This design comes from an exercise in tuning for small area, a short achievable clock period and few clock cycles per item on the open sky130 flow, not from production work.
Only simulation tests tie the RTL to the original design; equivalence was not proved.
Power is estimated from default activity; no workload was simulated.

==> job 9912 <==
==> flow/design.v (excerpt) <==
module esp3_codec (
    input  wire        clk,
    input  wire        rst,
    input  wire        teach_en,
    input  wire [31:0] local_addr,
    input  wire        in_valid,
    input  wire [7:0]  in_data,
    output reg         in_ready,
    output reg         res_valid,
    input  wire        res_ready,
    output wire [1:0]  res_status,
    output reg  [1:0]  res_tag,
    output wire [7:0]  res_type,
    output wire [15:0] res_dlen,
    output wire [7:0]  res_olen,
    output wire [63:0] res_head,
    output wire [31:0] res_sender,
    output wire [7:0]  res_rstatus,
    output wire [31:0] res_dest,
    output reg         res_resp,
    output reg         tx_valid,
    input  wire        tx_ready,
    output reg  [7:0]  tx_data,
    output reg         tx_last
);
==> flow/config.mk <==
export PLATFORM = sky130hd
export DESIGN_NAME = esp3_codec
export DESIGN_NICKNAME = esp3_codec
export VERILOG_FILES = /design/flow/design.v
export SDC_FILE = /design/flow/constraint.sdc
export NUM_CORES = 4
export LEC_CHECK = 0
export CAP_MARGIN = 20
export CORE_MARGIN = 2
export CORE_UTILIZATION = 50
export SETUP_SLACK_MARGIN = 4.2
export SLEW_MARGIN = 20
export TNS_END_PERCENT = 5
export BUFFER_PORTS_ARGS = -buffer_cell sky130_fd_sc_hd__buf_1
export CTS_ARGS = -sink_clustering_enable -repair_clock_nets -dont_use_dummy_load -buf_list sky130_fd_sc_hd__clkbuf_8 -root_buf sky130_fd_sc_hd__clkbuf_16 -tree_buf sky130_fd_sc_hd__clkbuf_16 -sink_clustering_size 16 -sink_clustering_max_diameter 50
==> flow/constraint.sdc <==
create_clock -name core_clock -period 6.5 [get_ports {clk}]
set_input_delay 1.3000 -clock core_clock [delete_from_list [all_inputs] [get_ports {clk}]]
set_output_delay 1.3000 -clock core_clock [all_outputs]
set_load 0.01 [all_outputs]
standard.sh (not shown) runs the stock make flow with config.mk's settings and CLKGATE_MAP_FILE= SYNTH_SCRIPT=/design/flow/synth_recipe.tcl, a recipe that flattens the netlist after the stock synthesis.
==> flow/flow/run.sh <==
#!/bin/bash
# The standard layout (the standard.sh, standard synthesis included)
# with two changes to how the layout is made:
#  - each port gets a sky130_fd_sc_hd__buf_1 buffer; the standard flow's
#    buffer_ports picks the clkdlybuf4s50_1 delay cell, which is larger and
#    slower;
#  - clock tree synthesis adds no dummy load cells and builds the tree
#    from clkbuf_16 cells at the root and branches and clkbuf_8 cells at the
#    leaves, in clusters of at most 16 sinks.
# make's full output goes to standard.log; ORFS keeps each step's own log
# under orfs/logs/.
set -euo pipefail
cat >> config.mk <<'EOT'
export BUFFER_PORTS_ARGS = -buffer_cell sky130_fd_sc_hd__buf_1
export CTS_ARGS = -sink_clustering_enable -repair_clock_nets -dont_use_dummy_load -buf_list sky130_fd_sc_hd__clkbuf_8 -root_buf sky130_fd_sc_hd__clkbuf_16 -tree_buf sky130_fd_sc_hd__clkbuf_16 -sink_clustering_size 16 -sink_clustering_max_diameter 50
EOT
bash standard.sh > standard.log 2>&1
==> job 3839 (differences from job 9912) <==
CORE_UTILIZATION = 40   (was 50)
SETUP_SLACK_MARGIN = 4.35   (was 4.2)
TNS_END_PERCENT = 3   (was 5)
==> notes <==
- Job 3839 finished clean. Job 9912 went through all stages and came out clean.
- In job 9912 the total power is higher than in job 3839, by about 2.6%.
- Between job 3839 and job 9912, the lower maximum frequency is in job 9912 (gap 1.2%, measured against job 9912).
- Worst setup slack: job 9912 is lower than job 3839 (30 ps).
- Design area: job 9912 is smaller than job 3839 (about 0.5%).
- In job 9912 the via count is higher than in job 3839, by about 0.4%.
- First-iteration DRC count: job 3839 is higher than job 9912 (about 11%).
- Of job 9912 and job 3839, job 3839 has the higher clock skew (gap 3.8 ps).
- Between job 3839 and job 9912, the lower global-route usage is in job 3839 (gap 5.2 points).
==> figures <==
	job 9912	job 3839
Layout clock buffer count	34	30
Areal power density over the cells	212.7 nW/µm²	206.3 nW/µm²
Fraction of layout instances using a drive strength above 1	17.00%	17.60%
Well-tap cell count	330	402
Met1 global-route usage	37.13%	30.63%
Summed area of non-filler cells in the final layout	15720 µm²	15800 µm²
Number of global-route vias before repair	9093	8996
Fmax	386.8 MHz	391.3 MHz
Run status	timing/DRC/antenna clean	timing/DRC/antenna clean
Worst-skew pair later-pin latency	500 ps	530 ps
Overall fraction of global-route tracks in use	28.29%	23.13%
Routability congestion estimate	0.9818	0.9565
Capture instance of the worst register-to-register path	tx_data[0]	tx_data[5]
Filler cells	2055	2747
Net total in the final layout	1273	1266
Hold Path End	tx_snd[23]	tx_snd[20]
Maximum fanout along the worst path	8	7
Core region area	25250 µm²	31640 µm²
Testbench counts of job 9912, summed over its fixed seeds: cycles 56,415, bytes 55,529.
Testbench counts of job 3839, summed over its fixed seeds: cycles 56,415, bytes 55,529.

* * *

==> job 4894: inputs <==
esp3_codec, a different RTL version from the one above (not shown whole).
export LEC_CHECK = 0
export CAP_MARGIN = 20
export CORE_MARGIN = 2
export CORE_UTILIZATION = 40
export SETUP_SLACK_MARGIN = 3.8
export SLEW_MARGIN = 20
export BUFFER_PORTS_ARGS = -buffer_cell sky130_fd_sc_hd__buf_1
export CTS_ARGS = -sink_clustering_enable -repair_clock_nets -dont_use_dummy_load -buf_list sky130_fd_sc_hd__clkbuf_8 -sink_clustering_size 16 -sink_clustering_max_diameter 50
create_clock -name core_clock -period 6.5 [get_ports {clk}]
==> flow/flow/run.sh <==
#!/bin/bash
# The standard layout (the standard.sh, standard synthesis included)
# with two changes to how the layout is made:
#  - each port gets a sky130_fd_sc_hd__buf_1 buffer; the standard flow's
#    buffer_ports picks the clkdlybuf4s50_1 delay cell, which is larger and
#    slower;
#  - clock tree synthesis adds no dummy load cells and builds the tree
#    from clkbuf_8 cells, in clusters of at most 16 sinks.
# make's full output goes to standard.log; ORFS keeps each step's own log
# under orfs/logs/.
set -euo pipefail
cat >> config.mk <<'EOT'
export BUFFER_PORTS_ARGS = -buffer_cell sky130_fd_sc_hd__buf_1
export CTS_ARGS = -sink_clustering_enable -repair_clock_nets -dont_use_dummy_load -buf_list sky130_fd_sc_hd__clkbuf_8 -sink_clustering_size 16 -sink_clustering_max_diameter 50
EOT
bash standard.sh > standard.log 2>&1
==> job 3764: changes against job 4894 <==
--- a/flow/design.v
+++ b/flow/design.v
@@ -37,22 +37,20 @@
         begin
             x = c ^ b;
             for (k = 0; k < 8; k = k + 1)
                 x = x[7] ? ((x << 1) ^ 8'h07) : (x << 1);
             crc8 = x;
         end
     endfunction
     reg [2:0]  state;
-    reg [1:0]  hcnt;
     reg [15:0] dlen;
     reg [7:0]  olen;
     reg [7:0]  ptype;
     reg [7:0]  crc;
-    reg        hdr_ok;
     reg [15:0] rem;       
     reg [3:0]  idx;       
     reg [63:0] head;      
     reg [39:0] win;       
     reg [31:0] dest;      
     reg        bad;
     reg [31:0] la;
     reg [31:0] tx_snd;
@@ -76,26 +74,29 @@
     wire rem_lo   = (rem[15:3] == 13'd0);         
     wire is_radio = (ptype == 8'h01);
     wire is_ute   = is_radio && dgt[0] && (head[63:56] == 8'hD4);
     wire is_bs4   = is_radio && dgt[4] && (head[63:56] == 8'hA5) && !head[27];
     wire [1:0] tag = !is_radio ? 2'd0 :
                      is_ute    ? 2'd2 :
                      is_bs4    ? 2'd3 : 2'd1;
     wire can_resp = (is_ute && dlen == 16'd13) || (is_bs4 && dlen == 16'd10);
-    wire data_ok  = hdr_ok && (in_data == crc);
+    wire data_ok  = !bad && (in_data == crc);
     wire want     = data_ok && teach_en && can_resp;
     reg [2:0] state_t;
     reg [3:0] idx_t;
     always @(*) begin
         state_t = state;
         idx_t   = idx;
         case (state)
         S_HUNT: if (in_data == 8'h55) state_t = S_HDR;
-        S_HDR:  if (hcnt == 2'd3) state_t = S_HCRC;
+        S_HDR:  begin
+            idx_t = idx + 4'd1;
+            if (idx[1:0] == 2'd3) state_t = S_HCRC;
+        end
         S_HCRC: begin
             idx_t = 4'd0;
             state_t = (dlen != 16'd0) ? S_DATA :
                       (olen != 8'd0)  ? S_OPT  : S_DCRC;
         end
         S_DATA: if (rem_last) begin
             idx_t   = 4'd0;
             state_t = (olen != 8'd0) ? S_OPT : S_DCRC;
@@ -225,32 +226,31 @@
             if (state == S_DCRC && !tx_valid) begin
                 tx_ute <= !tag[0];
                 la     <= local_addr;
                 tx_snd <= win[39:8];
             end
             if (state == S_DCRC)
                 res_tag <= tag;
             if (state == S_HUNT) begin
-                hcnt <= 2'd0;
-                crc  <= 8'd0;
+                idx <= 4'd0;
+                crc <= 8'd0;
             end else if (take) begin
                 crc <= crc8(crc, in_data);
             end
             if (take && state == S_HDR) begin
-                hcnt <= hcnt + 2'd1;
-                case (hcnt)
+                case (idx[1:0])
                 2'd0: dlen[15:8] <= in_data;
                 2'd1: dlen[7:0]  <= in_data;
                 2'd2: olen       <= in_data;
                 default: ptype   <= in_data;
                 endcase
             end
             if (take && state == S_HCRC) begin
-                hdr_ok <= (in_data == crc);
+                bad    <= (in_data != crc);
                 rem    <= (dlen != 16'd0) ? dlen : {8'd0, olen};
             end
             if (data_take)
                 rem <= rem_last ? {8'd0, olen} : rem - 16'd1;
             if (opt_take)
                 rem <= rem - 16'd1;
             if (dcrc_take) begin
                 bad      <= !data_ok;
==> flow/flow/run.sh (replaced) <==
#!/bin/bash
# The standard layout (the standard.sh, standard synthesis included)
# with two changes to how the layout is made:
#  - each port gets a sky130_fd_sc_hd__buf_1 buffer; the standard flow's
#    buffer_ports picks the clkdlybuf4s50_1 delay cell, which is larger and
#    slower;
#  - clock tree synthesis adds no dummy load cells and builds the tree
#    from clkbuf_16 cells at the root and branches and clkbuf_8 cells at the
#    leaves, in clusters of at most 12 sinks.
# make's full output goes to standard.log; ORFS keeps each step's own log
# under orfs/logs/.
set -euo pipefail
cat >> config.mk <<'EOT'
export BUFFER_PORTS_ARGS = -buffer_cell sky130_fd_sc_hd__buf_1
export CTS_ARGS = -sink_clustering_enable -repair_clock_nets -dont_use_dummy_load -buf_list sky130_fd_sc_hd__clkbuf_8 -root_buf sky130_fd_sc_hd__clkbuf_16 -tree_buf sky130_fd_sc_hd__clkbuf_16 -sink_clustering_size 12 -sink_clustering_max_diameter 40
EOT
bash standard.sh > standard.log 2>&1
CTS_ARGS = -sink_clustering_enable -repair_clock_nets -dont_use_dummy_load -buf_list sky130_fd_sc_hd__clkbuf_8 -root_buf sky130_fd_sc_hd__clkbuf_16 -tree_buf sky130_fd_sc_hd__clkbuf_16 -sink_clustering_size 12 -sink_clustering_max_diameter 40   (was -sink_clustering_enable -repair_clock_nets -dont_use_dummy_load -buf_list sky130_fd_sc_hd__clkbuf_8 -sink_clustering_size 16 -sink_clustering_max_diameter 50)
SETUP_SLACK_MARGIN = 4.2   (was 3.8)
TNS_END_PERCENT = 5   (was unset)
==> summary.md <==
| Metric | Value |
|---|---|
| NonClk Buf Share | `a little under a tenth` |
| FF+latch count, synth | `approximately 290` |
| DP Worst Slack | `approximately 2800 ps` |
| Critical path data required time | `6750 ps` |
| GR Util All Layers | `between 20% and 30%` |
| Multi-input gate area in the final layout | `~0.0045 mm2` |
| Status | `finished clean` |
That was job 3764.
==> summary.md <==
| Metric | Value |
|---|---|
| Status | `finished clean` |
| Critical path data required time | `~6800 ps` |
| FF+latch count, synth | `roughly 300` |
| Fmax achieved | `374 MHz` |
| GR Util All Layers | `22.9%` |
| Multi-input gate area in the final layout | `0.00394 mm2` |
| NonClk Buf Share | `under 10%` |
| DP Worst Slack | `about 3000 ps` |
That was job 4894.
Testbench counts of job 4894, summed over its fixed seeds: cycles 56,415, bytes 55,529.
Testbench counts of job 3764, summed over its fixed seeds: cycles 56,415, bytes 55,529.

-- re-timing with driven ports --
The flow's constraints put no driver on any port. The routed layouts listed below were extracted and timed again, unchanged, in two steps. Step 1 (the two cells are an assumption about what drives the block):
set clk [get_ports {clk}]
set_driving_cell -lib_cell sky130_fd_sc_hd__clkbuf_16 $clk
set_driving_cell -lib_cell sky130_fd_sc_hd__buf_2 [delete_from_list [all_inputs] $clk]
Step 2, shift: input delay + t, output delay - t, t = (earliest + latest rising clock arrival at the registers) / 2. This alone moves slack from input paths to output paths. Slacks: no drivers / after step 1 / after step 2; pairs: no drivers / after step 1.
run	t, ns	setup WS [ns]	worst setup path at the end	clock arrival spread, ns	worst register clock-pin slew, ns
job 9912	0.518	3.914 / 3.900 / 3.381	input to register	0.060 / 0.059	0.09 / 0.09
job 3839	0.550	3.945 / 3.931 / 3.434	input to register	0.063 / 0.063	0.09 / 0.09
job 4894	0.584	3.829 / 3.808 / 3.263	input to register	0.080 / 0.080	0.10 / 0.10
job 3764	0.540	3.929 / 3.929 / 3.444	input to register	0.061 / 0.062	0.08 / 0.08
After both steps every run listed still meets setup and hold. For job 4894, which loses most, drivers alone change the setup slack by -0.021 ns; drivers and shift together by -0.566 ns.
